What follows belongs to an exercise in optimizing a design on an open flow for a short achievable clock period; a production flow would make more cautious choices.
RTL that was checked went through simulation tests only; none was proved equivalent to the original.
No functional check of the RTL was part of run 7.
No activity file was given, so power comes from the tool's default toggle rates.

--- config.mk ---
export PLATFORM = sky130hd
export DESIGN_NAME = frame_codec_queue
export DESIGN_NICKNAME = frame_codec_queue
export VERILOG_FILES = /design/flow/design.v
export SDC_FILE = /design/flow/constraint.sdc
export NUM_CORES = 4
export LEC_CHECK = 0
export CAP_MARGIN = 20
export CORE_MARGIN = 2
export CORE_UTILIZATION = 40
export SETUP_SLACK_MARGIN = 2.5
export SLEW_MARGIN = 20
export TNS_END_PERCENT = 100
--- constraint.sdc ---
create_clock -name core_clock -period 5.0 [get_ports {clk}]
set_input_delay 1.0000 -clock core_clock [delete_from_list [all_inputs] [get_ports {clk}]]
set_output_delay 1.0000 -clock core_clock [all_outputs]
set_load 0.01 [all_outputs]
--- design.v ---
module frame_check #(
    parameter [7:0] START = 8'hA5,
    parameter [7:0] STOP  = 8'h5A
) (
    input  wire [39:0] frame,
    output wire [1:0]  status,    
    output wire [7:0]  option,
    output wire [7:0]  value
);
    wire [7:0] b0 = frame[39:32];
    wire [7:0] b1 = frame[31:24];
    wire [7:0] b2 = frame[23:16];
    wire [7:0] b3 = frame[15:8];
    wire [7:0] b4 = frame[7:0];
    wire [7:0] t     = b1 ^ b2;
    wire [7:0] carry = {(t[6:0] & ~b3[6:0]) | (~t[6:0] & b1[6:0]), 1'b0};
    wire [7:0] miss  = t ^ (b3 ^ carry);
    wire       sum_ok     = ~|miss;
    wire       markers_ok = (b0 == START) && (b4 == STOP);
    assign status = {markers_ok & ~sum_ok, ~markers_ok};
    assign option = b1;
    assign value  = b2;
endmodule
module frame_codec_queue #(
    parameter [7:0] START = 8'hA5,
    parameter [7:0] STOP  = 8'h5A
) (
    input  wire        clk,
    input  wire        rst,
    input  wire        enq_valid,
    input  wire [7:0]  enq_data,
    input  wire        deq_req,
    output wire        deq_valid,
    output wire [39:0] deq_frame,
    output wire [1:0]  deq_status,
    output wire [7:0]  deq_option,
    output wire [7:0]  deq_value,
    output wire        empty,
    output reg         full,
    input  wire [7:0]  enc_option,
    input  wire [7:0]  enc_value,
    output wire [39:0] enc_frame,
    input  wire [39:0] dec_frame,
    output wire [1:0]  dec_status,
    output wire [7:0]  dec_option,
    output wire [7:0]  dec_value
);
    localparam [1:0] ST_NONE_AVAILABLE = 2'd3;
    reg [39:0] slot [0:3];    
    reg [3:0]  wfi;           
    reg [4:0]  wbi;           
    reg [3:0]  rfi;           
    reg [39:0] head;          
    reg [39:0] nxt;           
    reg [1:0]  head_status;   
    reg        empty_r;       
    assign empty      = empty_r;
    assign deq_valid  = ~empty_r;
    assign deq_frame  = head;
    assign deq_status = head_status;
    assign deq_option = head[31:24];
    assign deq_value  = head[23:16];
    wire [3:0] rfi_inc  = {rfi[2:0], rfi[3]};
    wire [3:0] rfi_inc2 = {rfi[1:0], rfi[3:2]};
    wire [3:0] wfi_inc  = {wfi[2:0], wfi[3]};
    wire       hit_cur  = |(wfi & rfi);        
    wire       hit_nxt  = |(wfi & rfi_inc);    
    wire       hit_nxt2 = |(wfi & rfi_inc2);   
    wire       hit_prv  = |(wfi_inc & rfi);    
    wire do_deq = deq_req & ~empty_r;
    wire do_enq = enq_valid & ~rst;
    wire wrap   = do_enq & wbi[4];
    wire [3:0] rfi_n  = rst ? 4'b0001 : (do_deq ? rfi_inc : rfi);
    wire [3:0] wfi_n  = rst ? 4'b0001 : (wrap ? wfi_inc : wfi);
    wire [4:0] wbi_n  = rst ? 5'b00001 : (do_enq ? {wbi[3:0], wbi[4]} : wbi);
    wire       full_d = full & ~(do_deq & hit_cur);
    wire       meet   = do_deq ? hit_cur : hit_prv;          
    wire       full_n = ~rst & (full_d | (wrap & meet));
    wire       same_n = rst | (wrap == do_deq ? hit_cur : (wrap ? hit_prv : hit_nxt));
    wire       empty_n = ~full_n & same_n;
    wire [39:0] cur_slot  = head;
    wire [39:0] nxt2_slot = ({40{rfi_inc2[0]}} & slot[0]) | ({40{rfi_inc2[1]}} & slot[1]) |
                            ({40{rfi_inc2[2]}} & slot[2]) | ({40{rfi_inc2[3]}} & slot[3]);
    wire [39:0] head_base = rst ? slot[0] : (do_deq ? nxt : cur_slot);
    wire [39:0] nxt_base  = rst ? slot[1] : (do_deq ? nxt2_slot : nxt);
    wire        head_hit  = do_enq & (do_deq ? hit_nxt : hit_cur);
    wire        nxt_hit   = do_enq & (do_deq ? hit_nxt2 : hit_nxt);
    reg [39:0] head_n, nxt_n;
    integer i;
    always @(*) begin
        head_n = head_base;
        nxt_n  = nxt_base;
        for (i = 0; i < 5; i = i + 1) begin
            if (head_hit && wbi[i]) head_n[39-8*i -: 8] = enq_data;
            if (nxt_hit  && wbi[i]) nxt_n[39-8*i -: 8]  = enq_data;
        end
    end
    wire [1:0] head_check;
    frame_check #(.START(START), .STOP(STOP)) u_head_check (
        .frame  (head_n),
        .status (head_check),
        .option (),
        .value  ()
    );
    always @(posedge clk) begin
        rfi         <= rfi_n;
        wfi         <= wfi_n;
        wbi         <= wbi_n;
        full        <= full_n;
        empty_r     <= empty_n;
        head        <= head_n;
        nxt         <= nxt_n;
        head_status <= empty_n ? ST_NONE_AVAILABLE : head_check;
    end
    genvar s, b;
    generate
        for (s = 0; s < 4; s = s + 1) begin : g_slot
            for (b = 0; b < 5; b = b + 1) begin : g_byte
                always @(posedge clk) begin
                    if (do_enq && wfi[s] && wbi[b])
                        slot[s][39-8*b -: 8] <= enq_data;
                end
            end
        end
    endgenerate
    wire [7:0] enc_sum = enc_option + enc_value;
    assign enc_frame = {START, enc_option, enc_value, enc_sum, STOP};
    frame_check #(.START(START), .STOP(STOP)) u_dec_check (
        .frame  (dec_frame),
        .status (dec_status),
        .option (dec_option),
        .value  (dec_value)
    );
endmodule
--- flow/run.sh ---
#!/bin/bash
# Standard ORFS layout, with Yosys's full-adder extraction turned off so that
# ABC maps the adders and the checksum logic as plain gates.
set -euo pipefail
bash standard.sh ADDER_MAP_FILE= finish > standard.log 2>&1
--- standard.sh ---
#!/bin/bash
# synth_recipe.tcl (not shown) runs the flow's synth.tcl, then flattens the netlist and writes it again
# the make line also repeats each setting of config.mk as NAME=value (left out here)
make -C /OpenROAD-flow-scripts/flow DESIGN_CONFIG=/design/flow/config.mk WORK_HOME=/design/flow/orfs CLKGATE_MAP_FILE= SYNTH_SCRIPT=/design/flow/synth_recipe.tcl "${@:-finish}"
==> impl_metrics.ini, run 1 <==
[logic_synthesis]
ys_top_cells_by_count = edfxtp_1 (200), a21oi_1 (92), nor2_1 (92)
yosys.area.top_type = edfxtp_1
netlist-cell-type-count = 52
avgSynthCellArea_um2 = 12.0
synth_area_leaders = edfxtp_1 (50%), dfxtp_1 (9.5%), mux2i_1 (5.7%)
synth-edff-count = 200
synth-main-ff-cell = edfxtp_1
ys_seq_elements = 257
synthCells = 1003
synthArstFlopShare_pct = 0
yosysTopAreaCellShare_pct = 49.9
synth_warnings = 2
yosysMostFrequentCell = edfxtp_1
ys_seq_area_share_pct = 59.4
netlist_area_mm2 = 0.0120

[floorplan]
die_area_mm2 = 0.0315
io_pins = 187
initial_core_util_pct = 40.6
row_count = 63
die_height_um = 177
die_w_um = 177
core_mm2 = 0.0296

[timing]
period_needed_ps = 4120
worst_pin_slew_ps = 953
timing.final.crit_share_pct = 82.5
rsz0062_at_grt = true
setup_violations = 0
max_freq_mhz = 243
slew_violations = 0
finClkSkew_ps = 13.0
tns_ps = 0
slew_headroom_pct = 36.5
hold_viol_final = 0

[drt]
num_vias = 8511
drt_first_pass_iters = 7
drt-total-wl_um = 33600
wl_per_cell_um = 21.5
postRouteAntennaNets = 0
avgViaCountPerCell = 5.46
drt_iter0_markers = 804
route.detailed.drc = 0

[clock_network]
clk_path_buf_depth = 3
ctsRootBufferMaster = clkbuf_16
h-tree-depth = 1
tritoncts = built
cts_buffers = 25
clk_transition_reported_paths_ps = 60
insertion_delay_ps = 520
cts_hold_buf = 0
cts_sinks = 257

[setup_path]
max_stage_delay_ps = 330
crit_chain = buf_6 -> nor2_4 -> a21oi_4 -> maj3_2 -> maj3_2 -> maj3_2 -> maj3_2 -> maj3_2 -> xnor2_2 -> buf_2
arrival_ps = 3120
crit_fanout = 3
r2r_cells = 8
path_buf_inv = 2
worstSetupPathType = in2out
cp_top_family = adder cells
cp.required_ps = 4000
cp.depth = 10
slowest_stage = maj3_2
end_kind = output port
r2r_setup_slack_ps = 2260
crit_top_cell = maj3_2
start_kind = input pin

[final_layout]
syn_to_final_growth_pct = 28.5
fin_nets = 1220
utilization_pct = 52.2
layout-drive-gt1-share_pct = 27.2
multi_input_area_mm2 = 0.00468
final-seq-area_mm2 = 0.00718
diodes = 0
final.fill_count = 2575

[min_path]
hold_path.class = reg2reg
whs_path_depth = 2

[global_route]
grt_pass1_vias = 8443
grt_usage_pct = 20.9
grt_remaining_overflow = 0
grt_pass1_wl_um = 49700
antenna_found_initial = 0
grt_max_degree = 49

[placed_design]
gp_congestion = 0.801
portBuffers = 170
dpl.hpwl_um = 22200

[status]
outcome = timing/DRC/antenna clean

[power_and_ir_drop]
p_leak_nw = 6.11
irDropWorstVdd_v = 0.000201
power.density_mw_per_mm2 = 318

[job]
cap_violations = 0
==> sequential cells by signal (all words and copies together) (netlist names) <==
register	count
head_status	2
nxt	40
slot	160
head	40
rfi	4
full	1
wfi	4
empty_r	1
wbi	5
==> worst min-delay path, cell delays in order, from the launching register on <==
cell,delay [ps]
dfxtp_2,370
nand2_1,70
nand3b_1,60
==> kinds of logic (layout without fill, tap and decap cells) <==
kind of cell             count (synthesis)  in the layout  synth area share (%)
flip-flops                             257            257                  59.4
AND/OR/NAND/NOR                        239            240                  9.52
AO/OA/AOI/OAI                          198            198                  10.8
buffers and inverters                  161            313                  7.57
multiplexers                            88             88                  7.53
XOR/XNOR                                44             44                  3.90
adder cells (fa/ha/maj)                 14             14                  1.23
other                                    2             16                0.0624
==> cells in the final DEF, fill, tap and decap left out, types with 27 or more instances in the layout <==
master,count
a21oi_2,35
mux2i_1,64
a222oi_1,40
edfxtp_1,200
inv_1,28
buf_2,31
nor2_1,89
dlygate4sd2_1,27
nand2_1,66
dfxtp_1,42
buf_4,60
a21oi_1,56
clkdlybuf4s50_1,55
o21ai_0,41
==> repair_timing <==
item | 4_1_cts | 5_1_grt
endpoints found under the setup margin | 203 | 27
cloned | 3 | 0
setup buffers | 31 | 9
pin swaps | 48 | 24
resized for setup | 373 | 46
==> cell type report <==
class / instances / area share, %
tap: 390 / 3.16
multi-input combinational: 600 / 30.3
sequential: 257 / 46.4
inverter: 28 / 0.680
clock inverter: 9 / 0.753
clock buffer: 36 / 4.44
timing repair buffer: 240 / 14.3
==> power by group <==
| part | switching [mW] | internal [mW] | total [mW] |
|---|---|---|---|
| logic | 0.319 | 0.326 | 0.645 |
| clock network | 0.775 | 1.11 | 1.88 |
| registers | 0.0409 | 2.36 | 2.40 |
| total | 1.14 | 3.79 | 4.92 |
==> per-layer routing <==
metal	vias up	global-route usage, %	wire length [µm]
met5	-	0	0
met4	0	5.40	718
met3	45	2.53	2380
met1	4198	27.4	13900
li1	3915	-	-
met2	353	36.6	16600
==> metrics by stage <==
stage               power (mW)  std cells  worst slack [ps]  hold WS [ps]  area, µm²
finish                    4.92       1560               877           545      15500
global placement          3.04       1472              64.9           563      14100
global route              5.10       1560               794           575      15500
CTS                       4.93       1551               835           569      15300
floorplan                 2.79       1017              1110           535      12700
detailed placement        3.05       1472              37.1           598      14100
==> path summary, 6_finish.rpt <==
path,startpoint,endpoint
setup reg to reg,rfi[2]$_SDFFE_PP0N_,head_status[1]$_SDFF_PP1_
hold reg to reg,rfi[3]$_SDFFE_PP0N_,rfi[0]$_SDFFE_PP1N_
hold / removal,rfi[3]$_SDFFE_PP0N_,rfi[0]$_SDFFE_PP1N_
setup / recovery,enc_value[1],enc_frame[15]
==> run 2, diff against run 1 <==
==> run.sh (new file) <==
#!/bin/bash
# synth_recipe.tcl (not shown) runs the flow's synth.tcl, then flattens the netlist and writes it again
# the make line also repeats each setting of config.mk as NAME=value (left out here)
make -C /OpenROAD-flow-scripts/flow DESIGN_CONFIG=/design/flow/config.mk WORK_HOME=/design/flow/orfs CLKGATE_MAP_FILE= SYNTH_SCRIPT=/design/flow/synth_recipe.tcl finish
removed: flow/run.sh
removed: standard.sh
==> run 2 against run 1 <==
  * Via count shrank 1.1%
  * Setup slack gained 640 ps
  * Flip-flop and latch count stayed put
  * Synthesized cell count down 1.2%
  * First-iteration DRC count increased by 4.7%
  * Critical path depth grew 1
  * Sequential power is essentially flat
  * Clock skew grew 3.9 ps
  * Largest power group unchanged
  * Highest routed layer unchanged
==> impl_metrics.ini, run 2 <==
[logic_synthesis]
synthArstFlopShare_pct = 0
netlist-cell-type-count = 56
synth-main-ff-cell = edfxtp_1
avgSynthCellArea_um2 = 12.1
synth-edff-count = 200
yosysMostFrequentCell = edfxtp_1
ys_top_cells_by_count = edfxtp_1 (200), a21oi_1 (95), nor2_1 (88)
synth_warnings = 2
ys_seq_elements = 257
ys_seq_area_share_pct = 59.6
yosys.area.top_type = edfxtp_1
synth_area_leaders = edfxtp_1 (50%), dfxtp_1 (9.5%), mux2i_1 (4.9%)
synthCells = 991
yosysTopAreaCellShare_pct = 50.1
netlist_area_mm2 = 0.0120

[global_route]
antenna_found_initial = 1
grt_usage_pct = 21.1
met3_usage_pct = 2.71
grt_remaining_overflow = 0
grt_max_degree = 138
gr-usage-met1_pct = 28.9
met2_usage_pct = 35.6
grt_pass1_vias = 8082
grt-busiest-layer = met2
grt_pass1_wl_um = 50200

[floorplan]
row_count = 63
io_pins = 187
die_w_um = 177
die_area_mm2 = 0.0314
die_height_um = 177
core_mm2 = 0.0296
initial_core_util_pct = 40.6

[timing]
tns_ps = 0
period_needed_ps = 3480
max_freq_mhz = 287
hold_viol_final = 0
setup_violations = 0
rsz0062_at_grt = true
timing.hold.ws_ps = 583
finClkSkew_ps = 16.9
timing.final.crit_share_pct = 69.7
slew_headroom_pct = 40.1
slew_violations = 0
worst_pin_slew_ps = 899

[drt]
avgViaCountPerCell = 5.46
wl_per_cell_um = 22.5
route.detailed.drc = 0
drt_first_pass_iters = 5
num_vias = 8419
drt-total-wl_um = 34700
drt_iter0_markers = 842
postRouteAntennaNets = 0

[final_layout]
final_cell_count_no_fill = 1541
largest_reg_flops = 160
reg_top3 = slot (160), head (40), nxt (40)
top_register = slot
mostFrequentLayoutCells = edfxtp_1 (200), nor2_1 (87), nand2_1 (63)
final_common_cell = edfxtp_1
final.fill_count = 2534
utilization_pct = 52.0
diodes = 0
fin_nets = 1211
layout-drive-gt1-share_pct = 29.4
syn_to_final_growth_pct = 28.0

[setup_path]
r2r_end = head_status[1]$_SDFF_PP1_
max_stage_delay_ps = 380
crit_fanout = 2
critPathCapture = enc_frame[14]
worstSetupPathType = in2out
slowest_stage = fa_2
start_kind = input pin
arrival_ps = 2480
r2r_cells = 10
cp.required_ps = 4000
r2r_setup_slack_ps = 2150
rr_startpoint = wfi[0]$_SDFFE_PP1P_
crit_path_start = enc_value[0]
crit_chain = buf_8 -> ha_4 -> inv_2 -> fa_2 -> inv_2 -> a21oi_2 -> o21bai_1 -> a21o_1 -> a21oi_2 -> xnor2_2 -> buf_2
end_kind = output port

[placed_design]
portBuffers = 170
dpl.hpwl_um = 23000
dp_cells = 1454
gp_congestion = 0.812

[clock_network]
ctsRootBufferMaster = clkbuf_16
insertion_delay_ps = 530
clk_path_buf_depth = 3
cts_hold_buf = 0
clk_transition_reported_paths_ps = 60
cts_buffers = 25
cts_sinks = 257
tritoncts = built
h-tree-depth = 1

[min_path]
hold_path.class = reg2reg

[power_and_ir_drop]
power.density_mw_per_mm2 = 311
irDropWorstVdd_v = 0.000222
p_leak_nw = 6.16

[job]
cap_violations = 0

[status]
outcome = timing/DRC/antenna clean
[run 2: changes by cell type after synthesis, sizes merged, moves of 3 or more]
cell and change:
mux2 +9, mux2i -9, xnor2 -8, ha +7, maj3 -5, nand4 -5
nor4 -5, nor2 -4, a21oi +3, a31oi -3, nand2 -3, nor2b -3
o2111ai +3, xor2 +3
[run 2: logic make-up (layout without fill, tap and decap cells)]
kind of cell	after synthesis	in the layout	synth area share, %
and+or+nand+nor	221	221	8.54
muxes	88	88	7.71
other	2	16	0.0626
buffers and inverters	164	310	7.69
AOI/OAI and AO/OA	205	205	11.6
xor gates and xnor gates	37	37	3.17
adders and majority gates	17	17	1.65
DFF	257	257	59.6
[run 2: through the flow]
step	setup slack [ps]	power (mW)	area, µm²
2_1_floorplan	1810	2.79	12700
3_3_place_gp	681	3.05	14000
3_5_place_dp	613	3.05	14000
4_1_cts	1580	4.78	15200
5_1_grt	1480	4.93	15400
6_report	1520	4.78	15400
[run 2: layout make-up]
class	count	area, µm²	share of cell area, %
clock buffer	30	644	4.20
clock inverter	13	83.8	0.546
inverter	30	125	0.815
multi-input combinational	584	4640	30.2
sequential	257	7180	46.7
tap	390	488	3.18
timing repair buffer	237	2200	14.3
[run 2: per-layer routing]
layer / vias to the layer above / routed length, µm / share of wire (%)
met5: - / 0 / 0
met1: 4169 / 14900 / 43
li1: 3835 / - / -
met2: 372 / 16600 / 48
met3: 43 / 2540 / 7.3
met4: 0 / 703 / 2.0
[run 2: critical path: cells and delay by family]
family | cells | cell delay (ps)
fa+ha+maj | 2 | 510
buf+inv | 4 | 330
xor+xnor | 1 | 130
compound gates | 4 | 530
[run 2: timing repair]
item                       4_1_cts  5_1_grt
setup endpoints to repair      355       34
pin swaps                       56       29
gates resized for setup        384       46
cloned                           0        1
setup buffers                   41        2
[run 2: worst min path at each step]
stage | start | endpoint | slack, ps | cells after the start
2_1_floorplan | rfi[3]$_SDFFE_PP0N_ | rfi[3]$_SDFFE_PP0N_ | 540 | 2
3_3_place_gp | slot[1][33]$_DFFE_PP_ | nxt[33]$_DFFE_PP_ | 590 | 2
3_5_place_dp | slot[1][13]$_DFFE_PP_ | nxt[13]$_DFFE_PP_ | 600 | 2
4_1_cts | wfi[3]$_SDFFE_PP0P_ | wfi[3]$_SDFFE_PP0P_ | 590 | 2
5_1_grt | wfi[2]$_SDFFE_PP0P_ | wfi[2]$_SDFFE_PP0P_ | 610 | 2
6_report | wfi[2]$_SDFFE_PP0P_ | wfi[2]$_SDFFE_PP0P_ | 580 | 2
[run 2: report_power, final]
group          internal, mW  switching [mW]  total [mW]
registers              2.36          0.0486        2.41
clock network         0.961           0.773        1.73
logic                 0.310           0.325       0.635
==> run 3, diff against run 2 <==
==> flow/run.sh (new file) <==
#!/bin/bash
# ORFS layout through the standard.sh, with two changes to synthesis:
# Yosys's full/half-adder extraction is off (ADDER_MAP_FILE empty), and ABC
# maps the combinational logic with flow/speed.abc, a delay-driven script,
# in place of ORFS's abc_speed.script.  Everything else, registers included,
# is the standard synthesis and layout.
set -euo pipefail
W=$PWD
{
  echo 'proc abc {args} {'
  echo '  set i [lsearch -exact $args -script]'
  echo '  if {$i >= 0} { lset args [expr {$i + 1}] $::env(SPEED_ABC_SCRIPT) }'
  echo '  puts "abc with [join $args]"'
  echo '  yosys abc {*}$args'
  echo '}'
  cat synth_recipe.tcl
} > my_synth.tcl
export SPEED_ABC_SCRIPT=$W/flow/speed.abc
bash standard.sh SYNTH_SCRIPT=$W/my_synth.tcl ADDER_MAP_FILE= finish > standard.log 2>&1
==> flow/speed.abc (new file) <==
strash
balance
rewrite
refactor
balance
dch -f
map -D 200
buffer -c
upsize -D 200
dnsize -D 200
==> standard.sh (new file) <==
#!/bin/bash
# synth_recipe.tcl (not shown) runs the flow's synth.tcl, then flattens the netlist and writes it again
# the make line also repeats each setting of config.mk as NAME=value (left out here)
make -C /OpenROAD-flow-scripts/flow DESIGN_CONFIG=/design/flow/config.mk WORK_HOME=/design/flow/orfs CLKGATE_MAP_FILE= SYNTH_SCRIPT=/design/flow/synth_recipe.tcl "${@:-finish}"
removed: run.sh
==> run 3 against run 2 <==
  * Wire length increased by 28%
  * Via count rose by 31%
  * Global-route usage grew 4.6 points
  * Largest cell class unchanged
==> impl_metrics.ini, run 3 <==
[status]
outcome = timing/DRC/antenna clean

[final_layout]
diodes = 0
reg_top3 = slot (160), head (40), nxt (40)
final.fill_count = 2693
fin_nets = 1555
utilization_pct = 53.3
layout-drive-gt1-share_pct = 23.6
multi_input_area_mm2 = 0.00528
final-seq-area_mm2 = 0.00717
largest_reg_flops = 160
top_register = slot
syn_to_final_growth_pct = 31.8
mostFrequentLayoutCells = nand2_1 (223), edfxtp_1 (200), nor2_1 (107)
final_common_cell = nand2_1

[drt]
num_vias = 11047
postRouteAntennaNets = 0
met2_length_um = 20200
drt_first_pass_iters = 6
top_layer = met4
route.detailed.drc = 0
drt_iter0_markers = 1181
avgViaCountPerCell = 5.79
drt-total-wl_um = 44500
wl_met1_um = 17800
dr_wl_met3_um = 3970
wl_per_cell_um = 23.3

[power_and_ir_drop]
pwr-share-seq_pct = 46.2
clkPwrFrac_pct = 33.4
irDropWorstVdd_v = 0.000236
swShare_pct = 28.2
total_power_mw = 5.33
p_int_mw = 3.83
power.density_mw_per_mm2 = 318
switchingPower_mw = 1.50
p_leak_nw = 6.59
p_comb_share_pct = 20.4

[global_route]
grt_pass1_vias = 10391
antenna_found_initial = 0
grt_remaining_overflow = 0
grt_pass1_wl_um = 64900
grt_usage_pct = 25.8
grt_max_degree = 53

[setup_path]
slowest_stage = xnor2_4
end_kind = output port
path_buf_inv = 3
arrival_ps = 2360
start_kind = input pin
cp_top_family = compound AO/OA/AOI/OAI gates
crit_top_cell = a21oi_2
crit_chain = buf_8 -> xnor2_4 -> nor2_2 -> a21oi_2 -> a21oi_2 -> o21bai_1 -> nand2_1 -> nand2_2 -> a21oi_2 -> buf_4 -> xor2_1 -> buf_2
cp.required_ps = 4000
max_stage_delay_ps = 170
crit_fanout = 3
worstSetupPathType = in2out

[logic_synthesis]
avgSynthCellArea_um2 = 9.73
ys_seq_elements = 257
synth-main-ff-cell = edfxtp_1
synthArstFlopShare_pct = 0
synthCells = 1306
ys_seq_area_share_pct = 56.3
synth_area_leaders = edfxtp_1 (47%), dfxtp_1 (9.0%), nand2_1 (7.8%)
netlist-cell-type-count = 60
yosysMostFrequentCell = nand2_1
ys_top_cells_by_count = nand2_1 (263), edfxtp_1 (200), nor2_1 (118)
synth_warnings = 2
yosysTopAreaCellShare_pct = 47.3
netlist_area_mm2 = 0.0127
yosys.area.top_type = edfxtp_1
synth-edff-count = 200

[job]
cap_violations = 0

[timing]
slew_headroom_pct = 27.4
max_freq_mhz = 298
finClkSkew_ps = 25.3
slew_violations = 0
worst_pin_slew_ps = 1090
hold_viol_final = 0
tns_ps = 0
timing.hold.ws_ps = 538
setup_violations = 0
period_needed_ps = 3360
rsz0062_at_grt = true
timing.final.crit_share_pct = 67.2

[placed_design]
portBuffers = 170
dpl.hpwl_um = 26900
gp_congestion = 0.925

[clock_network]
clk_transition_reported_paths_ps = 60
ctsRootBufferMaster = clkbuf_16
cts_buffers = 25
cts_sinks = 257
h-tree-depth = 1
clk_path_buf_depth = 3
insertion_delay_ps = 540
cts_hold_buf = 0
tritoncts = built

[min_path]
hold_path.class = reg2reg

[floorplan]
core_mm2 = 0.0314
die_w_um = 182
row_count = 65
initial_core_util_pct = 40.5
die_height_um = 182
io_pins = 187
die_area_mm2 = 0.0332
==> run 3: cell families after synthesis <==
logic type,count (synthesis),synth area share [%]
AND/OR/NAND/NOR,492,17.1
AO/OA/AOI/OAI,304,15.4
flip-flops,257,56.3
buffers and inverters,229,9.63
XOR/XNOR,22,1.52
other,2,0.0591
==> run 3: path summary, 6_finish.rpt <==
kind | start | to | slack, ps | cells past startpoint
setup reg to reg | rfi[3]$_SDFFE_PP0N_ | head_status[1]$_SDFF_PP1_ | 2410 | 13
setup / recovery | enc_value[1] | enc_frame[14] | 1640 | 12
hold / removal | full$_DFF_P_ | full$_DFF_P_ | 540 | 2
hold reg to reg | full$_DFF_P_ | full$_DFF_P_ | 540 | 2
==> run 3: power groups by stage <==
stage | clock (mW) | sequential, mW | combinational, mW
after floorplan | 0 | 2.49 | 0.533
after global placement | 0 | 2.50 | 0.884
after detailed placement | 0 | 2.50 | 0.890
after CTS | 1.79 | 2.46 | 1.02
after global routing | 1.88 | 2.47 | 1.16
final | 1.78 | 2.46 | 1.09
==> run 3: worst reg2reg max path, stage by stage (launching register included) <==
cell,delay [ps]
dfxtp_2,370
buf_12,150
nand2_2,120
a41oi_4,340
buf_12,180
nand3_4,130
buf_4,200
o21ai_4,180
nand3_2,140
nand4_1,160
o211a_1,180
nand4_1,120
o21bai_1,160
nand2_1,60
==> run 3: routing by layer <==
layer  global-route usage (%)  vias to the layer above
met3                     3.95                      143
met1                     33.8                     5296
li1                         -                     4935
met2                     41.6                      673
met4                     13.3                        0
met5                        0                        -
==> run 3: metrics by stage <==
stage,cells,worst slack [ps],cell area (µm²)
6_report,1907,1640,16700
5_1_grt,1907,1550,16700
4_1_cts,1893,1610,16300
3_5_place_dp,1781,627,14400
3_3_place_gp,1781,632,14400
2_1_floorplan,1320,1860,13000
==> run 3: repair_timing <==
| action | in CTS | in global routing |
|---|---|---|
| buffers inserted | 54 | 11 |
| gates resized for setup | 465 | 72 |
| endpoints found under the setup margin | 338 | 37 |
| pin swaps | 62 | 46 |
| endpoints found under the hold margin | 0 | 0 |
| gates cloned | 13 | 2 |
==> run 3: layout make-up <==
class	count	area share (%)
tap	402	3.01
timing repair inverter	2	0.105
inverter	99	2.52
sequential	257	42.8
clock buffer	32	3.96
clock inverter	13	0.486
timing repair buffer	260	15.5
multi-input combinational	842	31.6
==> run 4, diff against run 3 <==
--- a/design.v
+++ b/design.v
@@ -123,7 +123,19 @@
             end
         end
     endgenerate
-    wire [7:0] enc_sum = enc_option + enc_value;
+    wire [7:0] eg = enc_option & enc_value;
+    wire [7:0] ep = enc_option | enc_value;
+    wire [7:0] ex = enc_option ^ enc_value;
+    wire g10 = eg[1] | ep[1] & eg[0];
+    wire g32 = eg[3] | ep[3] & eg[2];  wire p32 = ep[3] & ep[2];
+    wire g54 = eg[5] | ep[5] & eg[4];  wire p54 = ep[5] & ep[4];
+    wire g20 = eg[2] | ep[2] & g10;
+    wire g30 = g32 | p32 & g10;
+    wire g64 = eg[6] | ep[6] & g54;    wire p64 = ep[6] & p54;
+    wire g40 = eg[4] | ep[4] & g30;
+    wire g50 = g54 | p54 & g30;
+    wire g60 = g64 | p64 & g30;
+    wire [7:0] enc_sum = ex ^ {g60, g50, g40, g30, g20, g10, eg[0], 1'b0};
     assign enc_frame = {START, enc_option, enc_value, enc_sum, STOP};
     frame_check #(.START(START), .STOP(STOP)) u_dec_check (
         .frame  (dec_frame),
==> flow/run.sh (replaced) <==
#!/bin/bash
# ORFS layout through the standard.sh, with two changes to synthesis:
# - Yosys's full/half-adder extraction is off (ADDER_MAP_FILE empty);
# - ABC maps with flow/speed.abc, a delay-driven script, in place of ORFS's
#   abc_speed.script, and maps the purely combinational encoder and decoder
#   cones (enc_frame, dec_status) in runs of their own first, so that each is
#   mapped for its own delay rather than relaxed to the design's longest path.
# Registers, and everything after synthesis, are the standard flow's.
set -euo pipefail
W=$PWD
{
  echo 'proc abc {args} {'
  echo '  set i [lsearch -exact $args -script]'
  echo '  if {$i >= 0} { lset args [expr {$i + 1}] $::env(SPEED_ABC_SCRIPT) }'
  echo '  foreach out {enc_frame dec_status} {'
  echo '    yosys select -set cone w:$out %ci*'
  echo '    yosys abc {*}$args @cone'
  echo '  }'
  echo '  yosys select -clear'
  echo '  yosys abc {*}$args'
  echo '}'
  cat synth_recipe.tcl
} > my_synth.tcl
export SPEED_ABC_SCRIPT=$W/flow/speed.abc
bash standard.sh SYNTH_SCRIPT=$W/my_synth.tcl ADDER_MAP_FILE= finish > standard.log 2>&1
==> run 4 against run 3 <==
  * Still clean on timing, DRC and antenna
  * Maximum frequency is 10% higher
  * Utilization is 0.22 points lower
  * Non-clock buffer count is 9 lower
  * Combinational power hardly changed
  * Global-route usage hardly changed
  * Register-to-register slack worse by 30 ps
  * Sequential share of layout area is 0.98 points lower
  * Flip-flop and latch count stayed put
  * Clock skew is 15 ps lower
  * Power is 1.9% higher
  * Sequential power hardly changed
  * Critical path depth is 5 lower
==> impl_metrics.ini, run 4 <==
[status]
outcome = timing/DRC/antenna clean

[setup_path]
cp.required_ps = 4000
r2r_setup_slack_ps = 2380
rr_startpoint = rfi[2]$_SDFFE_PP0N_
r2r_cells = 13
crit_chain = dlygate4sd2_1 -> nor2_2 -> nor2_1 -> nand3_2 -> a21oi_2 -> a41oi_2 -> buf_2
crit_fanout = 3
start_kind = input pin
worstSetupPathType = in2out
slowest_stage = dlygate4sd2_1
max_stage_delay_ps = 290
arrival_ps = 2050
r2r_end = head_status[1]$_SDFF_PP1_
end_kind = output port

[timing]
timing.final.crit_share_pct = 61.0
hold_viol_final = 0
rsz0062_at_grt = true
tns_ps = 0
period_needed_ps = 3050
slew_violations = 0
finClkSkew_ps = 10.0
slew_headroom_pct = 38.1
worst_pin_slew_ps = 925
setup_violations = 0
max_freq_mhz = 328

[logic_synthesis]
avgSynthCellArea_um2 = 9.49
netlist-cell-type-count = 66
ys_seq_area_share_pct = 54.9
synth_area_leaders = edfxtp_1 (46%), dfxtp_1 (8.8%), nand2_1 (8.0%)
ys_seq_elements = 257
synthCells = 1372
synth-main-ff-cell = edfxtp_1
synth_warnings = 2
netlist_area_mm2 = 0.0130
synth-edff-count = 200
yosysTopAreaCellShare_pct = 46.1
ys_top_cells_by_count = nand2_1 (279), edfxtp_1 (200), nor2_1 (118)
yosysMostFrequentCell = nand2_1
synthArstFlopShare_pct = 0
yosys.area.top_type = edfxtp_1

[final_layout]
reg_top3 = slot (160), head (40), nxt (40)
utilization_pct = 53.1
fin_area_mm2 = 0.0171
largest_reg_flops = 160
diodes = 0
fin_nets = 1614
final_common_cell = nand2_1
mostFrequentLayoutCells = nand2_1 (237), edfxtp_1 (200), nor2_1 (106)
layout-drive-gt1-share_pct = 24.3
syn_to_final_growth_pct = 31.6
top_register = slot
final.fill_count = 2892

[floorplan]
core_mm2 = 0.0323
die_w_um = 184
row_count = 66
die_area_mm2 = 0.0340
initial_core_util_pct = 40.3
die_height_um = 184
io_pins = 187

[global_route]
grt_remaining_overflow = 0
grt_pass1_wl_um = 65900
grt_pass1_vias = 10603
antenna_found_initial = 0
grt_max_degree = 52
grt_usage_pct = 25.8

[power_and_ir_drop]
p_comb_share_pct = 19.7
total_power_mw = 5.43
pwr-share-seq_pct = 45.2
irDropWorstVdd_v = 0.000241
swShare_pct = 27.8
power.density_mw_per_mm2 = 317
p_int_mw = 3.92
clkPwrFrac_pct = 35.1
p_leak_nw = 7.02
switchingPower_mw = 1.51

[placed_design]
dpl.hpwl_um = 28200
place_area_mm2 = 0.0149
gp_congestion = 0.910
portBuffers = 170

[drt]
drt_iter0_markers = 1368
wl_per_cell_um = 22.3
drt-total-wl_um = 44700
route.detailed.drc = 0
drt_first_pass_iters = 5
postRouteAntennaNets = 0
num_vias = 11165
avgViaCountPerCell = 5.56

[clock_network]
ctsRootBufferMaster = clkbuf_16
cts_sinks = 257
tritoncts = built
clk_path_buf_depth = 3
h-tree-depth = 1
clk_transition_reported_paths_ps = 60
insertion_delay_ps = 540
cts_buffers = 27

[min_path]
hold_path.class = reg2reg
whs_endpoint = head[36]$_DFF_P_
whs_path_depth = 2
hp-start = slot[0][36]$_DFFE_PP_

[job]
cap_violations = 0
==> run 4: layout make-up <==
| class | count | area [µm²] | share of cell area [%] |
|---|---|---|---|
| Sequential cell | 257 | 7170 | 41.8 |
| Timing Repair Buffer | 251 | 2600 | 15.2 |
| Tap cell | 442 | 553 | 3.23 |
| Multi-Input combinational cell | 907 | 5560 | 32.4 |
| Inverter | 102 | 424 | 2.47 |
| Clock inverter | 13 | 103 | 0.599 |
| Clock buffer | 36 | 729 | 4.26 |
==> run 4: how the worst max path moves through the flow <==
stage	startpoint	slack [ps]	to
floorplan	dec_frame[0]	2290	dec_status[1]
CTS	dec_frame[27]	1990	dec_status[1]
finish	dec_frame[9]	1950	dec_status[1]
detailed placement	deq_req	790	head_status[1]$_SDFF_PP1_
global route	dec_frame[9]	1920	dec_status[1]
global placement	deq_req	810	nxt[15]$_DFFE_PP_
==> run 4: stage by stage <==
step | instances | hold slack [ps] | worst slack (ps)
2_1_floorplan | 1386 | 510 | 2290
3_3_place_gp | 1889 | 540 | 810
3_5_place_dp | 1889 | 545 | 790
4_1_cts | 2001 | 561 | 1990
5_1_grt | 2008 | 619 | 1920
6_report | 2008 | 562 | 1950
==> run 4: critical path, delay by kind of cell <==
kind            cells  cell delay, ps
buf+inv             2             450
simple gates        3             310
compound gates      2             290
==> run 4: timing repair <==
| action | CTS | global route |
|---|---|---|
| cloned | 17 | 1 |
| endpoints found under the setup margin | 343 | 46 |
| pin swaps | 80 | 42 |
| hold endpoints to repair | 0 | 0 |
| setup buffers | 46 | 6 |
| hold buffers | 0 | 0 |
| gates resized for setup | 491 | 88 |
==> run 4: layer usage <==
metal	vias to the layer above	track usage, %	part of all wire [%]
li1	5170	-	-
met1	5329	34.5	41
met2	583	42.1	47
met3	83	4.80	9.4
met4	0	8.70	3.1
met5	-	0	0
==> run 4: power by group through the flow <==
stage               Sequential [mW]  Clock [mW]  Combinational, mW
finish                         2.45        1.91               1.07
global route                   2.46        2.01               1.15
CTS                            2.45        1.94               1.03
detailed placement             2.50           0              0.896
global placement               2.49           0              0.893
floorplan                      2.48           0              0.531
==> run 4: cell families after synthesis <==
logic type	after synthesis	share of synthesized area (%)
AND/OR/NAND/NOR	555	19.2
other	2	0.0577
buffers and inverters	231	9.38
flip-flops	257	54.9
XOR/XNOR	6	0.404
AO/OA/AOI/OAI	321	16.1
==> run 5, diff against run 4 <==
--- a/config.mk
+++ b/config.mk
@@ -7,7 +7,7 @@
 export LEC_CHECK = 0
 export CAP_MARGIN = 20
 export CORE_MARGIN = 2
-export CORE_UTILIZATION = 40
+export CORE_UTILIZATION = 60
 export SETUP_SLACK_MARGIN = 2.5
 export SLEW_MARGIN = 20
 export TNS_END_PERCENT = 100
==> run 5 against run 4 <==
  * Critical endpoint unchanged
  * Synthesized cell count unchanged
  * Area after synthesis unchanged
  * Non-clock buffer count up 15
  * Final cell count down 7.5%
  * Still clean
  * Via count up 9.3%
  * Register-to-register slack about the same
  * Sequential power about the same
  * Largest cell class unchanged
  * Clock power up 4%
==> impl_metrics.ini, run 5 <==
[status]
outcome = timing/DRC/antenna clean

[final_layout]
top_register = slot
fin_nets = 1631
reg_top3 = slot (160), head (40), nxt (40)
syn_to_final_growth_pct = 31.1
diodes = 0
final_cell_count_no_fill = 1857
largest_reg_flops = 160
fin_area_mm2 = 0.0171
mostFrequentLayoutCells = nand2_1 (238), edfxtp_1 (200), nor2_1 (109)
final_common_cell = nand2_1
layout-drive-gt1-share_pct = 24.6

[logic_synthesis]
netlist-cell-type-count = 66
yosysMostFrequentCell = nand2_1
avgSynthCellArea_um2 = 9.49
synth_area_leaders = edfxtp_1 (46%), dfxtp_1 (8.8%), nand2_1 (8.0%)
yosysTopAreaCellShare_pct = 46.1
ys_seq_elements = 257
synth-edff-count = 200
ys_seq_area_share_pct = 54.9
ys_top_cells_by_count = nand2_1 (279), edfxtp_1 (200), nor2_1 (118)
netlist_area_mm2 = 0.0130
synth_warnings = 2
synth-main-ff-cell = edfxtp_1
yosys.area.top_type = edfxtp_1
synthCells = 1372
synthArstFlopShare_pct = 0

[clock_network]
cts_sinks = 257
cts_buffers = 26
clk_path_buf_depth = 3
ctsRootBufferMaster = clkbuf_16
clk_transition_reported_paths_ps = 70
tritoncts = built
cts_hold_buf = 0
insertion_delay_ps = 540
h-tree-depth = 1

[setup_path]
slowest_stage = a21oi_2
cp_top_family = compound AO/OA/AOI/OAI gates
arrival_ps = 2030
path_buf_inv = 2
end_kind = output port
worstSetupPathType = in2out
crit_chain = buf_8 -> o21bai_1 -> nand3_2 -> a21oi_2 -> a21oi_2 -> a41oi_2 -> buf_2
cp.required_ps = 4000
max_stage_delay_ps = 230
crit_top_cell = a21oi_2
crit_fanout = 4
start_kind = input pin

[placed_design]
dp_cells = 1721
dp_worst_setup_slack_ps = 851
gp_congestion = 0.934
portBuffers = 170
dpl.hpwl_um = 26200
place_area_mm2 = 0.0147

[global_route]
grt_remaining_overflow = 0
grt_pass1_vias = 10561
antenna_found_initial = 0
grt_pass1_wl_um = 62300
grt_max_degree = 59
grt_usage_pct = 36.5

[drt]
drt_first_pass_iters = 7
avgViaCountPerCell = 6.57
wl_per_cell_um = 23.9
postRouteAntennaNets = 0
drt-total-wl_um = 44500
num_vias = 12199
drt_iter0_markers = 1853
route.detailed.drc = 0

[timing]
slew_headroom_pct = 26.8
timing.final.crit_share_pct = 60.6
period_needed_ps = 3030
worst_pin_slew_ps = 1090
rsz0062_at_grt = true
tns_ps = 0
max_freq_mhz = 330
slew_violations = 0
final.setup.worst_slack_ps = 1970
hold_viol_final = 0
setup_violations = 0
finClkSkew_ps = 12.4

[floorplan]
die_height_um = 151
die_w_um = 151
io_pins = 187
core_mm2 = 0.0212
die_area_mm2 = 0.0229
row_count = 53
initial_core_util_pct = 61.6

[power_and_ir_drop]
p_leak_nw = 7.01
irDropWorstVdd_v = 0.000417
power.density_mw_per_mm2 = 324

[min_path]
hold_path.class = reg2reg

[job]
cap_violations = 0
[run 5: cell counts after synthesis]
Identical to the previous run, type by type.
[run 5: report_power, final]
| group | internal (mW) | switching (mW) | total [mW] | leakage, nW |
|---|---|---|---|---|
| Clock | 1.20 | 0.793 | 1.99 | 0.430 |
| Combinational | 0.444 | 0.632 | 1.08 | 4.26 |
| Sequential | 2.39 | 0.0728 | 2.46 | 2.32 |
| Total | 4.03 | 1.50 | 5.53 | 7.01 |
[run 5: metrics by stage]
| step | util (%) | hold slack [ps] | total power, mW |
|---|---|---|---|
| floorplan | - | 510 | 3.02 |
| detailed placement | 69.3 | 542 | 3.37 |
| CTS | 77.8 | 570 | 5.42 |
| global placement | 69.3 | 531 | 3.36 |
| global route | 80.7 | 582 | 5.68 |
| finish | 80.7 | 569 | 5.53 |
[run 5: logic make-up (layout without fill, tap and decap cells)]
family	after synthesis	in the layout	share of synthesized area [%]
flops	257	257	54.9
buf+inv	231	416	9.38
simple gates	555	566	19.2
xor+xnor	6	6	0.404
compound gates	321	321	16.1
other cells	2	16	0.0577
[run 5: worst min-delay path, stage by stage, from the launching register on]
cell and delay [ps]:
dfxtp_4 370, nor2_1 110, a211oi_1 50
[run 5: repair_timing]
action,in CTS,in global routing
buffers inserted,42,29
resized for setup,453,100
pin swaps,64,64
cloned,14,4
setup endpoints to repair,343,65
[run 5: metal layers]
layer | wire [µm] | GRT usage, % | part of all wire, % | up-vias
li1 | - | - | - | 5225
met1 | 16100 | 52.0 | 36 | 5610
met2 | 19200 | 54.8 | 43 | 1123
met3 | 6920 | 8.13 | 16 | 241
met4 | 2220 | 14.2 | 5.0 | 0
met5 | 0 | 0 | 0 | -
[run 5: layout make-up]
class                      instances  area, µm²
multi-input combinational        909       5630
fill                            1299       4080
tap                              275        344
sequential                       257       7180
timing repair buffer             266       2600
clock buffer                      38        758
timing repair inverter             1       6.26
inverter                         102        439
clock inverter                     9        118
[run 5: final timing paths]
path	startpoint	end	slack, ps	depth (start not counted)
max	dec_frame[30]	dec_status[1]	1970	7
min	rfi[3]$_SDFFE_PP0N_	rfi[3]$_SDFFE_PP0N_	570	2
max reg2reg	rfi[2]$_SDFFE_PP0N_	head_status[1]$_SDFF_PP1_	2390	13
min reg2reg	rfi[3]$_SDFFE_PP0N_	rfi[3]$_SDFFE_PP0N_	570	2
==> run 6, diff against run 5 <==
--- a/flow/run.sh
+++ b/flow/run.sh
@@ -5,7 +5,8 @@
 #   abc_speed.script, and maps the purely combinational encoder and decoder
 #   cones (enc_frame, dec_status) in runs of their own first, so that each is
 #   mapped for its own delay rather than relaxed to the design's longest path.
-# Registers, and everything after synthesis, are the standard flow's.
+# The port buffers are buf_8 cells.  Registers, and everything else, are
+# the standard flow's.
 set -euo pipefail
 W=$PWD
 {
@@ -22,4 +23,4 @@
   cat synth_recipe.tcl
 } > my_synth.tcl
 export SPEED_ABC_SCRIPT=$W/flow/speed.abc
-bash standard.sh SYNTH_SCRIPT=$W/my_synth.tcl ADDER_MAP_FILE= finish > standard.log 2>&1
+bash standard.sh SYNTH_SCRIPT=$W/my_synth.tcl ADDER_MAP_FILE= "BUFFER_PORTS_ARGS=-buffer_cell sky130_fd_sc_hd__buf_8" finish > standard.log 2>&1
--- a/config.mk
+++ b/config.mk
@@ -7,7 +7,7 @@
 export LEC_CHECK = 0
 export CAP_MARGIN = 20
 export CORE_MARGIN = 2
-export CORE_UTILIZATION = 60
+export CORE_UTILIZATION = 40
 export SETUP_SLACK_MARGIN = 2.5
 export SLEW_MARGIN = 20
 export TNS_END_PERCENT = 100
==> run 6 against run 5 <==
  * Clock-buffer cell count fell by 4
  * Sequential share of layout area decreased by 1.7 points
  * Largest power group unchanged
  * Final cell count increased by 7.3%
  * Utilization down 26 points
  * Worst hold slack better by 11 ps
  * Clock skew about the same
  * Area after synthesis stayed put
  * Synthesized cell count is the same
  * Global-route usage shrank 12 points
  * Die area up 49%
  * Combinational power up 6%
  * First-iteration DRC count shrank 32%
==> impl_metrics.ini, run 6 <==
[logic_synthesis]
netlist-cell-type-count = 66
synth_warnings = 2
synth-edff-count = 200
ys_seq_elements = 257
ys_seq_area_share_pct = 54.9
synthArstFlopShare_pct = 0
yosys.area.top_type = edfxtp_1
ys_top_cells_by_count = nand2_1 (279), edfxtp_1 (200), nor2_1 (118)
synth-main-ff-cell = edfxtp_1
avgSynthCellArea_um2 = 9.49
synth_area_leaders = edfxtp_1 (46%), dfxtp_1 (8.8%), nand2_1 (8.0%)
synthCells = 1372
netlist_area_mm2 = 0.0130
yosysTopAreaCellShare_pct = 46.1
yosysMostFrequentCell = nand2_1

[setup_path]
r2r_cells = 11
arrival_ps = 2010
worstSetupPathType = in2out
cp.required_ps = 4000
rr_startpoint = rfi[3]$_SDFFE_PP0N_
start_kind = input pin
end_kind = output port
r2r_setup_slack_ps = 2340
crit_fanout = 4
r2r_end = head_status[1]$_SDFF_PP1_

[power_and_ir_drop]
irDropWorstVdd_v = 0.000213
power.density_mw_per_mm2 = 314
p_int_mw = 4.04
switchingPower_mw = 1.52
pwr-share-seq_pct = 44.6
clkPwrFrac_pct = 34.9
swShare_pct = 27.4
p_leak_nw = 7.16
p_comb_share_pct = 20.5

[drt]
route.detailed.drc = 0
drt_iter0_markers = 1262
num_vias = 11186
wl_per_cell_um = 22.0
drt_first_pass_iters = 6
drt-total-wl_um = 43900
avgViaCountPerCell = 5.61
postRouteAntennaNets = 0

[clock_network]
cts_hold_buf = 0
cts_sinks = 257
h-tree-depth = 1
ctsRootBufferMaster = clkbuf_16
cts_buffers = 27
clk_path_buf_depth = 3
clk_transition_reported_paths_ps = 60
tritoncts = built
insertion_delay_ps = 550

[timing]
slew_headroom_pct = 23.3
setup_violations = 0
timing.final.crit_share_pct = 60.3
hold_viol_final = 0
final.setup.worst_slack_ps = 1990
period_needed_ps = 3010
max_freq_mhz = 332
slew_violations = 0
tns_ps = 0
rsz0062_at_grt = true
worst_pin_slew_ps = 1150
finClkSkew_ps = 12.4
timing.hold.ws_ps = 580

[global_route]
antenna_found_initial = 1
grt_remaining_overflow = 0
grt_pass1_vias = 10398
grt_max_degree = 51
grt_usage_pct = 25.0
grt_pass1_wl_um = 64300

[final_layout]
mostFrequentLayoutCells = nand2_1 (250), edfxtp_1 (200), buf_8 (165)
fin_nets = 1598
final_common_cell = nand2_1
fin_area_mm2 = 0.0177
diodes = 0
reg_top3 = slot (160), head (40), nxt (40)
final.fill_count = 2778
final-seq-area_mm2 = 0.00716
top_register = slot
multi_input_area_mm2 = 0.00546
utilization_pct = 54.9
largest_reg_flops = 160
syn_to_final_growth_pct = 36.2
layout-drive-gt1-share_pct = 26.4

[floorplan]
initial_core_util_pct = 40.3
core_mm2 = 0.0323
die_height_um = 184
row_count = 66
die_w_um = 184
die_area_mm2 = 0.0340
io_pins = 187

[min_path]
whs_endpoint = head[35]$_DFF_P_
hold_path.class = reg2reg
hp-start = slot[0][35]$_DFFE_PP_
whs_path_depth = 2

[status]
outcome = timing/DRC/antenna clean

[placed_design]
dp_worst_setup_slack_ps = 907
portBuffers = 170
dpl.hpwl_um = 28000
place_area_mm2 = 0.0157
gp_congestion = 0.912

[job]
cap_violations = 0
## run 6: what timing repair did
action                     CTS  global route
buffers inserted            15            32
setup endpoints to repair  265            55
cloned                      10             7
pin swaps                   20            40
resized for setup           50            74
## run 6: layout make-up
class                      count  area share [%]
multi-input combinational    907            30.8
timing repair buffer         233            18.5
clock inverter                16           0.783
clock buffer                  34            4.01
inverter                     102            2.36
timing repair inverter         2           0.113
sequential                   257            40.3
tap                          442            3.12
## run 6: worst max path at each step
stage                             start                   endpoint  slack (ps)  cells after the start
after floorplan            dec_frame[0]              dec_status[1]        2290                      3
after CTS                 dec_frame[20]              dec_status[1]        1990                      8
after global placement              rst  head_status[1]$_SDFF_PP1_         970                     13
final                     dec_frame[22]              dec_status[1]        1990                      8
after detailed placement            rst  head_status[1]$_SDFF_PP1_         910                     13
after global routing      dec_frame[20]              dec_status[1]        1950                      8
## run 6: cell families (layout without fill, tap and decap cells)
| group | after synthesis | in the layout | share of synthesized area (%) |
|---|---|---|---|
| AO/OA/AOI/OAI | 321 | 321 | 16.1 |
| XOR/XNOR | 6 | 6 | 0.404 |
| buffers and inverters | 231 | 387 | 9.38 |
| flip-flops | 257 | 257 | 54.9 |
| other | 2 | 16 | 0.0577 |
| AND/OR/NAND/NOR | 555 | 564 | 19.2 |
## run 6: power groups by stage
| stage | sequential (mW) | combinational [mW] | clock, mW |
|---|---|---|---|
| 2_1_floorplan | 2.48 | 0.531 | 0 |
| 3_3_place_gp | 2.52 | 0.983 | 0 |
| 3_5_place_dp | 2.52 | 0.988 | 0 |
| 4_1_cts | 2.48 | 1.05 | 1.96 |
| 5_1_grt | 2.49 | 1.23 | 2.05 |
| 6_report | 2.48 | 1.14 | 1.94 |
## run 6: routing by layer
layer  track usage (%)  share of wire, %
met5                 0             0.021
met4              7.33               2.5
met3              3.97               9.9
met2              39.7                46
met1              35.3                41
## run 6: through the flow
| step | power (mW) | instances |
|---|---|---|
| after floorplan | 3.02 | 1386 |
| after global placement | 3.50 | 1879 |
| after detailed placement | 3.51 | 1879 |
| after CTS | 5.49 | 1954 |
| after global routing | 5.76 | 1993 |
| final | 5.57 | 1993 |
## run 6: critical path, cell delays in order
cell and delay (ps):
buf_8 110, o21bai_1 130, nand3_1 130, nand3_1 100, nand4_1 110, nor2_2 160
a41oi_2 130, buf_8 150
==> run 7, diff against run 6 <==
--- a/design.v
+++ b/design.v
@@ -5,7 +5,8 @@
     input  wire [39:0] frame,
     output wire [1:0]  status,    
     output wire [7:0]  option,
-    output wire [7:0]  value
+    output wire [7:0]  value,
+    output wire        sum_ok      
 );
     wire [7:0] b0 = frame[39:32];
     wire [7:0] b1 = frame[31:24];
@@ -15,7 +16,7 @@
     wire [7:0] t     = b1 ^ b2;
     wire [7:0] carry = {(t[6:0] & ~b3[6:0]) | (~t[6:0] & b1[6:0]), 1'b0};
     wire [7:0] miss  = t ^ (b3 ^ carry);
-    wire       sum_ok     = ~|miss;
+    assign     sum_ok     = ~|miss;
     wire       markers_ok = (b0 == START) && (b4 == STOP);
     assign status = {markers_ok & ~sum_ok, ~markers_ok};
     assign option = b1;
@@ -95,13 +96,11 @@
             if (nxt_hit  && wbi[i]) nxt_n[39-8*i -: 8]  = enq_data;
         end
     end
-    wire [1:0] head_check;
-    frame_check #(.START(START), .STOP(STOP)) u_head_check (
-        .frame  (head_n),
-        .status (head_check),
-        .option (),
-        .value  ()
-    );
+    wire [1:0] head_s, nxt_s;
+    cand_status #(.START(START), .STOP(STOP)) u_head_st (
+        .frame(head), .wbi(wbi), .hit(do_enq & hit_cur), .byte_in(enq_data), .status(head_s));
+    cand_status #(.START(START), .STOP(STOP)) u_nxt_st (
+        .frame(nxt), .wbi(wbi), .hit(do_enq & hit_nxt), .byte_in(enq_data), .status(nxt_s));
     always @(posedge clk) begin
         rfi         <= rfi_n;
         wfi         <= wfi_n;
@@ -110,7 +109,7 @@
         empty_r     <= empty_n;
         head        <= head_n;
         nxt         <= nxt_n;
-        head_status <= empty_n ? ST_NONE_AVAILABLE : head_check;
+        head_status <= empty_n ? ST_NONE_AVAILABLE : (do_deq ? nxt_s : head_s);
     end
     genvar s, b;
     generate
@@ -141,6 +140,45 @@
         .frame  (dec_frame),
         .status (dec_status),
         .option (dec_option),
-        .value  (dec_value)
+        .value  (dec_value),
+        .sum_ok ()
     );
 endmodule
+module cand_status #(
+    parameter [7:0] START = 8'hA5,
+    parameter [7:0] STOP  = 8'h5A
+) (
+    input  wire [39:0] frame,
+    input  wire [4:0]  wbi,
+    input  wire        hit,
+    input  wire [7:0]  byte_in,
+    output wire [1:0]  status
+);
+    wire [7:0] b0 = frame[39:32];
+    wire [7:0] b1 = frame[31:24];
+    wire [7:0] b2 = frame[23:16];
+    wire [7:0] b3 = frame[15:8];
+    wire [7:0] b4 = frame[7:0];
+    wire [1:0] plain;
+    wire       sok;
+    frame_check #(.START(START), .STOP(STOP)) u_check (
+        .frame(frame), .status(plain), .option(), .value(), .sum_ok(sok));
+    wire mk0 = (b0 == START);
+    wire mk4 = (b4 == STOP);
+    wire [7:0] target = wbi[0] ? START :
+                        wbi[4] ? STOP :
+                        wbi[1] ? b3 - b2 :
+                        wbi[2] ? b3 - b1 : b1 + b2;
+    wire match = (byte_in == target);
+    reg [1:0] st_match, st_miss;
+    always @(*) begin
+        if (wbi[0] | wbi[4]) begin
+            st_match = (wbi[0] ? ~mk4 : ~mk0) ? 2'd1 : (sok ? 2'd0 : 2'd2);
+            st_miss  = 2'd1;
+        end else begin
+            st_match = (mk0 & mk4) ? 2'd0 : 2'd1;
+            st_miss  = (mk0 & mk4) ? 2'd2 : 2'd1;
+        end
+    end
+    assign status = hit ? (match ? st_match : st_miss) : plain;
+endmodule
==> run 7 against run 6 <==
  * Design area grew 17%
  * Critical endpoint unchanged
  * Maximum frequency increased by 0.60%
  * Critical path depth did not move
  * Wire length grew 25%
  * Area after synthesis increased by 20%
  * Flip-flop and latch count stayed put
  * Combinational power increased by 52%
  * Clock power is 5% lower
  * Worst hold slack worse by 50 ps
  * Power grew 10%
  * Sequential share of layout area down 4.1 points
==> impl_metrics.ini, run 7 <==
[floorplan]
die_height_um = 202
die_w_um = 202
initial_core_util_pct = 40.5
io_pins = 187
row_count = 72
die_area_mm2 = 0.0407
core_mm2 = 0.0386

[final_layout]
syn_to_final_growth_pct = 33.1
top_register = slot
final.fill_count = 3515
final_cell_count_no_fill = 2590
fin_nets = 2120
diodes = 0
mostFrequentLayoutCells = nand2_1 (308), edfxtp_1 (240), nor2_1 (185)
multi_input_area_mm2 = 0.00770
utilization_pct = 53.9
final_common_cell = nand2_1
layout-drive-gt1-share_pct = 25.2
reg_top3 = slot (160), head (40), nxt (40)
final-seq-area_mm2 = 0.00756
largest_reg_flops = 160

[logic_synthesis]
synthCells = 1874
synth-main-ff-cell = edfxtp_1
netlist_area_mm2 = 0.0156
synthArstFlopShare_pct = 0
synth_area_leaders = edfxtp_1 (46%), nand2_1 (8.7%), o21ai_0 (5.4%)
yosys.area.top_type = edfxtp_1
netlist-cell-type-count = 64
synth_warnings = 3
ys_top_cells_by_count = nand2_1 (361), edfxtp_1 (240), nor2_1 (207)
avgSynthCellArea_um2 = 8.35
yosysTopAreaCellShare_pct = 46.1
yosysMostFrequentCell = nand2_1
ys_seq_elements = 257
ys_seq_area_share_pct = 48.2
synth-edff-count = 240

[timing]
slew_violations = 0
period_needed_ps = 2990
tns_ps = 0
worst_pin_slew_ps = 961
timing.final.crit_share_pct = 59.9
hold_viol_final = 0
finClkSkew_ps = 16.6
rsz0062_at_grt = true
setup_violations = 0
max_freq_mhz = 334
slew_headroom_pct = 35.8

[drt]
postRouteAntennaNets = 0
drt_first_pass_iters = 8
drt-total-wl_um = 55000
route.detailed.drc = 0
wl_per_cell_um = 21.2
num_vias = 14648
avgViaCountPerCell = 5.66
drt_iter0_markers = 1355

[status]
outcome = timing/DRC/antenna clean

[global_route]
grt_usage_pct = 26.1
met2_usage_pct = 43.2
grt_max_degree = 61
met3_usage_pct = 3.81
grt_remaining_overflow = 0
grt_pass1_vias = 13724
gr-usage-met1_pct = 35.3
grt-busiest-layer = met2
grt_pass1_wl_um = 82200
antenna_found_initial = 0

[min_path]
hold_path.class = reg2reg

[placed_design]
dpl.hpwl_um = 38800
portBuffers = 170
dp_cells = 2455
gp_congestion = 0.966

[clock_network]
tritoncts = built
insertion_delay_ps = 540
cts_hold_buf = 0
clk_transition_reported_paths_ps = 60
cts_sinks = 257
clk_path_buf_depth = 3
cts_buffers = 26
ctsRootBufferMaster = clkbuf_16
h-tree-depth = 1

[setup_path]
start_kind = input pin
crit_chain = buf_12 -> or2_4 -> nand3_2 -> o211ai_2 -> nand4_1 -> nor2_2 -> a41oi_2 -> buf_8
cp_top_family = simple AND/OR/NAND/NOR gates
arrival_ps = 1990
end_kind = output port
worstSetupPathType = in2out
slowest_stage = or2_4
path_buf_inv = 2
r2r_setup_slack_ps = 2310
cp.required_ps = 4000
max_stage_delay_ps = 260
crit_fanout = 6

[power_and_ir_drop]
p_leak_nw = 8.40
irDropWorstVdd_v = 0.000250
power.density_mw_per_mm2 = 295
total_power_mw = 6.15

[job]
cap_violations = 0
run 7: changes by cell type in the layout (fill, tap and decap cells not counted), moves of 50 or more:
cell	delta
o21ai_0	+60
nand2_1	+58
inv_1	+50
a21oi_1	+54
nor2_1	+72
run 7: worst paths after layout:
| check | from | endpoint | cells after the start |
|---|---|---|---|
| worst max-delay path | dec_frame[28] | dec_status[1] | 8 |
| worst min-delay path | wbi[4]$_SDFFE_PP0P_ | wbi[4]$_SDFFE_PP0P_ | 2 |
| worst max register to register | head[17]$_DFFE_PP_ | head_status[1]$_SDFF_PP1_ | 14 |
| worst min register to register | wbi[4]$_SDFFE_PP0P_ | wbi[4]$_SDFFE_PP0P_ | 2 |
run 7: cell families after synthesis:
kind of cell / count (synthesis) / share of synthesized area (%)
XOR/XNOR: 36 / 2.06
AO/OA/AOI/OAI: 510 / 20.0
other: 2 / 0.0480
AND/OR/NAND/NOR: 759 / 20.6
flip-flops: 257 / 48.2
buffers and inverters: 310 / 9.10
run 7: layout make-up:
class,count,area share [%]
multi-input combinational,1321,37.0
sequential,257,36.3
timing repair buffer,272,16.5
inverter,173,3.22
clock buffer,31,3.21
tap,518,3.11
clock inverter,17,0.685
timing repair inverter,1,0.0361
run 7: power breakdown:
group / switching [mW] / leakage, nW / internal [mW]
clock: 0.796 / 0.392 / 1.06
sequential: 0.113 / 2.37 / 2.45
combinational: 0.995 / 5.63 / 0.730
run 7: what timing repair did:
action,CTS,global route
pin swaps,55,29
setup endpoints to repair,171,189
gates cloned,1,0
setup buffers,74,12
gates resized for setup,131,86
run 7: routing by layer:
metal / part of all wire, % / wire, µm / vias up
met5: 0 / 0 / -
met4: 3.4 / 1860 / 0
met3: 8.2 / 4510 / 121
met2: 47 / 25600 / 736
met1: 42 / 23000 / 6915
li1: - / - / 6876
run 7: per-stage QoR:
stage          worst slack, ps  cell area (µm²)  hold slack [ps]
3_5_place_dp              1960            18500              511
4_1_cts                   1990            20300              526
3_3_place_gp              1960            18500              518
6_report                  2010            20800              530
5_1_grt                   1920            20800              540
2_1_floorplan             2290            16000              497
run 7: worst register-to-register path, delay by kind of cell, from the launching register on:
family | cells | cell delay [ps]
compound gates | 6 | 960
flops | 1 | 510
simple gates | 8 | 1110

[what the ideal ports hide]
Ports are ideal in the flow. The routed layouts listed here were re-timed in OpenROAD.
Step 1 (the two cells are an assumption about what drives the block):
set clk [get_ports {clk}]
set_driving_cell -lib_cell sky130_fd_sc_hd__clkbuf_16 $clk
set_driving_cell -lib_cell sky130_fd_sc_hd__buf_2 [delete_from_list [all_inputs] $clk]
Step 2 adds t to the input delays and takes it off the output delays; t is the mean of the earliest and latest rising clock arrival at the registers after step 1. Input paths then give back, and output paths get back, about the clock's delay inside the block.
Slacks: ideal / step 1 / step 2; pairs: ideal / step 1.
| run | t, ns | slack for setup (ns) | worst setup path at the end | pins driven straight from the clock port |
|---|---|---|---|---|
| run 1 | 0.560 | 0.877 / 0.841 / 0.841 | input to output | 1 |
| run 2 | 0.571 | 1.515 / 1.457 / 1.457 | input to output | 1 |
| run 3 | 0.575 | 1.639 / 1.577 / 1.577 | input to output | 1 |
| run 4 | 0.581 | 1.948 / 1.919 / 1.739 | input to register | 1 |
| run 5 | 0.576 | 1.968 / 1.925 / 1.786 | input to register | 1 |
| run 6 | 0.590 | 1.987 / 1.934 / 1.626 | input to register | 1 |
| run 7 | 0.583 | 2.005 / 1.955 / 1.955 | input to output | 1 |
After both steps setup and hold are still met in every run listed. For run 6, which loses most, drivers alone change the setup slack by -0.053 ns; drivers and shift together by -0.361 ns.
